From an optimization exercise on the open Yosys and OpenROAD flow, aimed at a short achievable clock period and few clock cycles; shortcuts taken in it are not production practice. Where RTL was checked, it was by simulation tests only, not by an equivalence proof against the original. Power and IR drop assume default switching activity.

## rev 12
// wblsm_core
module wblsm_core (
    input  wire        clk,
    input  wire        rst,
    input  wire [31:0] prog_len,
    output wire [31:0] prog_addr,
    input  wire [31:0] prog_data,
    output wire [1:0]  status,
    output wire [2:0]  cause,
    output wire [31:0] result,
    output wire [4:0]  depth
);
clock: 12.0 ns
lec_check: 0
abc_clock_period_in_ps: 3000
cap_margin: 20
core_margin: 2
core_utilization: 45
cts_cluster_diameter: 200
cts_cluster_size: 16
place_density: 0.65
slew_margin: 20
synth_hierarchical: 1
standard.sh (not shown) runs the stock make flow with config.mk's settings and CLKGATE_MAP_FILE= SYNTH_SCRIPT=/design/flow/synth_recipe.tcl, a recipe that flattens the netlist after the stock synthesis.
==> flow/flow/run.sh <==
#!/bin/bash
# Standard synthesis, then the standard layout with timing repair aimed
# below the design's period (a larger setup margin).
set -euo pipefail
bash standard.sh synth > synth.log 2>&1
bash standard.sh SETUP_SLACK_MARGIN=8.5 finish > layout.log 2>&1
Testbench counts of rev 12, summed over its fixed seeds: cycles 579,690.
#### Input delta (rev 13 over rev 12)
--- a/flow/design.v
+++ b/flow/design.v
@@ -43,20 +43,21 @@
     reg        eend;             
     reg [14:0] eop;              
     reg        epre;             
     reg [1:0]  status_q;
     reg [2:0]  cause_q;
     reg [31:0] res_q;
     reg [4:0]  dep_q;
     reg [4:0]  sp;               
     reg [31:0] T;                
     reg [5:0]  Tl;               
+    reg [3:0]  Td;               
     reg [31:0] Tm, Nm;           
     reg [31:0] N;                
     reg [447:0] sh;              
     reg [3:0]  fp;               
     reg [4:0]  fb_top;           
     reg [31:0] fr_top;
     reg [34:0] fa_b;             
     reg [223:0] fa_r;            
     reg [511:0] mem;             
     reg        pend;             
@@ -79,21 +80,21 @@
     assign result    = res_q;
     assign depth     = dep_q;
     wire run  = (status_q == ST_RUN);
     reg  has1, has2, full;           
     reg  has_frm, ffull;             
     reg  trunc, trunc2;              
     wire [31:0] rd3  = sh[31:0];
     wire [31:0] rd4  = sh[63:32];
     wire        dup_ok  = (T[31:4] == 28'd0) && (T[3:0] != 4'd15);
     wire [479:0] below  = {sh, N};
-    wire [31:0] dup_val = dup_ok ? below[32*Tl[3:0] +: 32] : 32'd0;
+    wire [31:0] dup_val = dup_ok ? below[32*Td +: 32] : 32'd0;
     wire        load_bad  = (T > 32'd60);
     wire        write_bad = (N > 32'd60);
     wire [543:0] mem_x    = {32'd0, mem};
     wire [31:0] ld_w0     = mem_x[32*Tl[5:2] +: 32];
     wire [31:0] ld_w1     = mem_x[32*Tl[5:2] + 32 +: 32];
     wire [63:0] ld_pair   = {ld_w1, ld_w0} >> {Tl[1:0], 3'b000};
     wire [31:0] load_val  = ld_pair[31:0];
     wire [63:0] st_pair   = {32'd0, T} << {N[1:0], 3'b000};
     wire [7:0]  st_mask   = 8'b0000_1111 << N[1:0];
     wire [31:0] add_val = N + T;
@@ -300,20 +301,23 @@
     always @(posedge clk) begin
         d_end  <= (pa >= prog_len);      
         m_r0 <= a3[0]; m_r1 <= a3[1]; m_r2 <= a3[2];
         m_r3 <= a3[3]; m_r4 <= a3[4]; m_r5 <= a3[5];
         if (rst) begin
             Tl <= 6'h3F;
             Tm <= 32'hFFFF_FFFF;
             Nm <= 32'hFFFF_FFFF;
         end else begin
             Tl <= T_n[5:0];
+        end
+        Td <= T_n[3:0];
+        if (!rst) begin
             if (run) begin
                 Tm <= T_n;
                 Nm <= N_n;
             end
         end
         if (rst) begin
             pa       <= 32'd0;
             da       <= 32'd0;
             dv       <= 1'b0;
             ev       <= 1'b0;
[summary]
- Delta (rev 13 minus rev 12): number of synthesized register bits stayed essentially flat, via count of the first global-routing pass decreased 4,981, core utilization of the finished layout decreased by 0.26 points relative to the old numbers.
- Rev 12 ended up with sky130_fd_sc_hd__dfxtp_4 as its standard cell with the maximum stage delay on the critical path; rev 13 ended up with sky130_fd_sc_hd__nand4_1.
- Cells: rev 13 has fewer instances than rev 12
- From rev 12 to rev 13 the numbers moved as follows: count of non-CTS buffers in the layout -92, sequential cell count was more or less identical, setup fix buffers added after clock tree synthesis went up, internal cell power increased 2.5%, clock transition time at the flip-flop clock pins of the worst setup and hold paths was more or less identical.
- For rev 12, the endpoint of the most critical setup path was result[22], unlike rev 13, where it was T[4]$_SDFF_PP0_.
Testbench counts of rev 13, summed over its fixed seeds: cycles 579,690.


wblsm_core, a different RTL version from the one above (not shown whole).
Size in the first run: roughly 1,900 flip-flops.
==> flow/config.mk <==
export PLATFORM = sky130hd
export DESIGN_NAME = wblsm_core
export DESIGN_NICKNAME = wblsm_core
export VERILOG_FILES = /design/flow/design.v
export SDC_FILE = /design/flow/constraint.sdc
export NUM_CORES = 8
export LEC_CHECK = 0
export ABC_CLOCK_PERIOD_IN_PS = 3000
export CAP_MARGIN = 20
export CORE_MARGIN = 2
export CORE_UTILIZATION = 45
export PLACE_DENSITY = 0.65
export SLEW_MARGIN = 20
==> flow/constraint.sdc <==
create_clock -name core_clock -period 12.0 [get_ports {clk}]
set_input_delay 2.4000 -clock core_clock [delete_from_list [all_inputs] [get_ports {clk}]]
set_output_delay 2.4000 -clock core_clock [all_outputs]
set_load 0.01 [all_outputs]
Scripts as last shown in full above: flow/flow/run.sh
Edit:
--- a/flow/design.v
+++ b/flow/design.v
@@ -76,41 +76,37 @@
     assign cause     = cause_q;
     assign result    = res_q;
     assign depth     = dep_q;
     wire        d_hi0  = (prog_data[31:5] == 27'd0);
     wire [14:0] d_op   = d_hi0 ? (15'd1 << prog_data[4:0]) : 15'd0;
     wire        d_jc   = d_hi0 && (prog_data[4:1] == 4'b0011);      
     wire        d_rt   = d_hi0 && (prog_data[4:0] == 5'd8);         
     wire        d_end  = (da >= plen_q);
     wire run  = (status_q == ST_RUN);
-    wire has1 = (sp != 5'd0);
-    wire has2 = (sp >= 5'd2);
-    wire full = (sp == 5'd16);
+    reg  has1, has2, full;           
+    reg  has_frm, ffull;             
+    reg  trunc, trunc2;              
     wire [31:0] rd3  = sh[31:0];
     wire [31:0] rd4  = sh[63:32];
     wire        dup_ok  = (T[31:4] == 28'd0) && (T[3:0] != 4'd15);
     wire [479:0] below  = {sh, N};
     wire [31:0] dup_val = dup_ok ? below[32*Tl[3:0] +: 32] : 32'd0;
     wire        load_bad  = (T > 32'd60);
     wire        write_bad = (N > 32'd60);
     wire [543:0] mem_x    = {32'd0, mem};
     wire [31:0] ld_w0     = mem_x[32*Tl[5:2] +: 32];
     wire [31:0] ld_w1     = mem_x[32*Tl[5:2] + 32 +: 32];
     wire [63:0] ld_pair   = {ld_w1, ld_w0} >> {Tl[1:0], 3'b000};
     wire [31:0] load_val  = ld_pair[31:0];
     wire [63:0] st_pair   = {32'd0, T} << {N[1:0], 3'b000};
     wire [7:0]  st_mask   = 8'b0000_1111 << N[1:0];
     wire [31:0] add_val = N + T;
     wire [31:0] sub_val = N - T;
-    wire        has_frm  = (fp != 4'd0);
-    wire        ffull    = (fp == 4'd8);
-    wire        trunc    = (sp > fb_top);
-    wire        trunc2   = (sp > fb_top + 5'd1);     
     wire [4:0]  fb_next  = fa_b[4:0];            
     wire [31:0] fr_next  = fa_r[31:0];
     wire [31:0] ea1 = ea + 32'd1;
     function [4:0] lz2f;
         input [31:0] a;
         integer j;
         begin
             lz2f = 5'd16;
             for (j = 0; j < 16; j = j + 1)
@@ -249,30 +245,36 @@
     wire [2:0] ca_n = (x_load || x_write) ? C_MEM_RANGE : x_push ? C_STACK_OVF :
                       x_call ? C_FRAME_OVF : x_div ? C_DIV_ZERO : C_NONE;
     wire taken  = (f_jump && T != ea) || (call_w && T != ea) || (ret_w && fr_top != ea);
     wire stall  = ((m_fix || pfix) && ev) || nres || div_step || div_start ||
                   (f_ret && trunc2);
     wire redir  = e_run && (epre ? !(taken || (f_ret && trunc2)) : taken);
     wire [31:0] tgt = epre ? ea1 : f_ret ? fr_top : T;
     wire [3:0]  fp_n   = call_w ? fp + 4'd1 : ret_w ? fp - 4'd1 : fp;
     wire        x_ok   = dv && !d_end && !redir && !stall;
-    wire        jc_ok  = x_ok && (sp_n != 5'd0);
+    wire        jc_ok  = x_ok && (sp_n != 5'd0) && (sT_hold || f_add2);
     wire        rt_ok  = x_ok && (fp_n != 4'd0);
     wire        d_xfer = (d_jc && jc_ok) || (d_rt && rt_ok);
     wire [31:0] fr_top_n = call_w ? ea1 : ret_w ? fr_next : fr_top;
-    wire [31:0] d_tgt  = prog_data[3] ? fr_top_n : T_n;
+    wire [4:0]  fb_top_n = call_w ? sp - 5'd1 : ret_w ? fb_next : fb_top;
+    wire [31:0] jc_tgt = sT_hold ? T : add_val;
+    wire [31:0] d_tgt  = prog_data[3] ? fr_top_n : jc_tgt;
     wire [31:0] pa_base = redir ? tgt : stall ? ea1 : pa + 32'd1;
     wire        ld_go  = !redir && !stall && dv && !d_end;
     wire        hold   = stall && !redir;
     wire [31:0] pa_nx  = d_xfer ? d_tgt : pa_base;
     always @(posedge clk)
         if (rst) pa_o <= 32'd0;
         else     pa_o <= pa_nx;
+    always @(posedge clk) begin
+        res_q <= run ? T_n : T;
+        dep_q <= run ? sp_n : sp;
+    end
     wire end_now = (st_n == ST_RUN) && !stall && !redir && !pend_n && !m_fix &&
                    dv && d_end;
     wire [1:0] status_n = end_now ? ST_END : st_n;
     integer k;
     always @(posedge clk) begin
         plen_q <= prog_len;
         m_r0 <= a3[0]; m_r1 <= a3[1]; m_r2 <= a3[2];
         m_r3 <= a3[3]; m_r4 <= a3[4]; m_r5 <= a3[5];
         if (rst) begin
@@ -299,30 +301,42 @@
             cause_q  <= C_NONE;
             sp       <= 5'd0;
             T        <= 32'd0;
             N        <= 32'd0;
             fp       <= 4'd0;
             mem      <= 512'd0;
             sh       <= 448'd0;
             pend     <= 1'b0;
             pfix     <= 1'b0;
+            has1     <= 1'b0;
+            has2     <= 1'b0;
+            full     <= 1'b0;
+            has_frm  <= 1'b0;
+            ffull    <= 1'b0;
+            trunc    <= 1'b0;
+            trunc2   <= 1'b0;
             nred     <= 1'b0;
             dbusy    <= 1'b0;
             dcnt     <= 5'd0;
         end else if (run) begin
             status_q <= status_n;
             cause_q  <= ca_n;
-            res_q    <= T_n;
-            dep_q    <= sp_n;
             sp   <= sp_n;
             T    <= T_n;
             N    <= N_n;
             pend <= pend_n;
+            has1    <= (sp_n != 5'd0);
+            has2    <= (sp_n >= 5'd2);
+            full    <= (sp_n == 5'd16);
+            has_frm <= (fp_n != 4'd0);
+            ffull   <= (fp_n == 4'd8);
+            trunc   <= ({1'b0, sp_n} > {1'b0, fb_top_n});
+            trunc2  <= ({1'b0, sp_n} > {1'b0, fb_top_n} + 6'd1);
             pfix <= m_fix;
             if (m_push) begin
                 Nc   <= b7;
                 nred <= 1'b1;
             end else if (nres || f_add3) begin
                 nred <= 1'b0;
             end
             if (sh_dn)       sh <= {sh[415:0], N};
             else if (sh_up1) sh <= {32'd0, sh[447:32]};
After rerunning: The new run completed without violations; first-iteration DRC count falls by roughly a tenth; global-route usage is lower by 2.7 points; clock-buffer cell count fell by 14; cell count goes down by a few percent; critical path depth is higher by 16; synthesized cell count decreases slightly; cell area came out lower by a little under a tenth; maximum frequency came out lower by a few percent.
No functional check of the RTL was part of any run of this note.

==> re-timing with driven ports <==
No port has a modelled driver above. Below, the same layouts with a new extraction and two added sets of constraints.
Step 1: set_driving_cell puts a clkbuf_16 on clk and a buf_2 on each other input, an assumption about the parent block.
Step 2 times the ports against the registers' clock, not the clock port: input delays grow and output delays shrink by t, the midpoint of the rising clock arrivals with the driver on.
a / b / c = ideal / step 1 / step 2; a / b = the first two.
| run | t, ns | setup slack, ns | hold slack, ns | latest minus earliest clock arrival (ns) | worst slew at a driven data input, ns |
|---|---|---|---|---|---|
| rev 12 | 0.974 | 7.971 / 7.880 / 7.588 | 0.454 / 0.454 / 0.454 | 0.108 / 0.108 | 0.06 |
| rev 13 | 0.980 | 7.829 / 7.829 / 7.489 | 0.452 / 0.452 / 0.452 | 0.092 / 0.092 | 0.13 |
| the first run of note 2 | 1.058 | 7.641 / 7.530 / 6.765 | 0.453 / 0.453 / 0.453 | 0.118 / 0.118 | 0.40 |
| the second run of note 2 | 1.052 | 7.540 / 7.616 / 6.565 | 0.449 / 0.449 / 0.449 | 0.122 / 0.121 | 0.21 |
After both steps setup and hold are still met in every run listed. For the second run of note 2, which loses most, drivers alone change the setup slack by +0.076 ns; drivers and shift together by -0.975 ns.
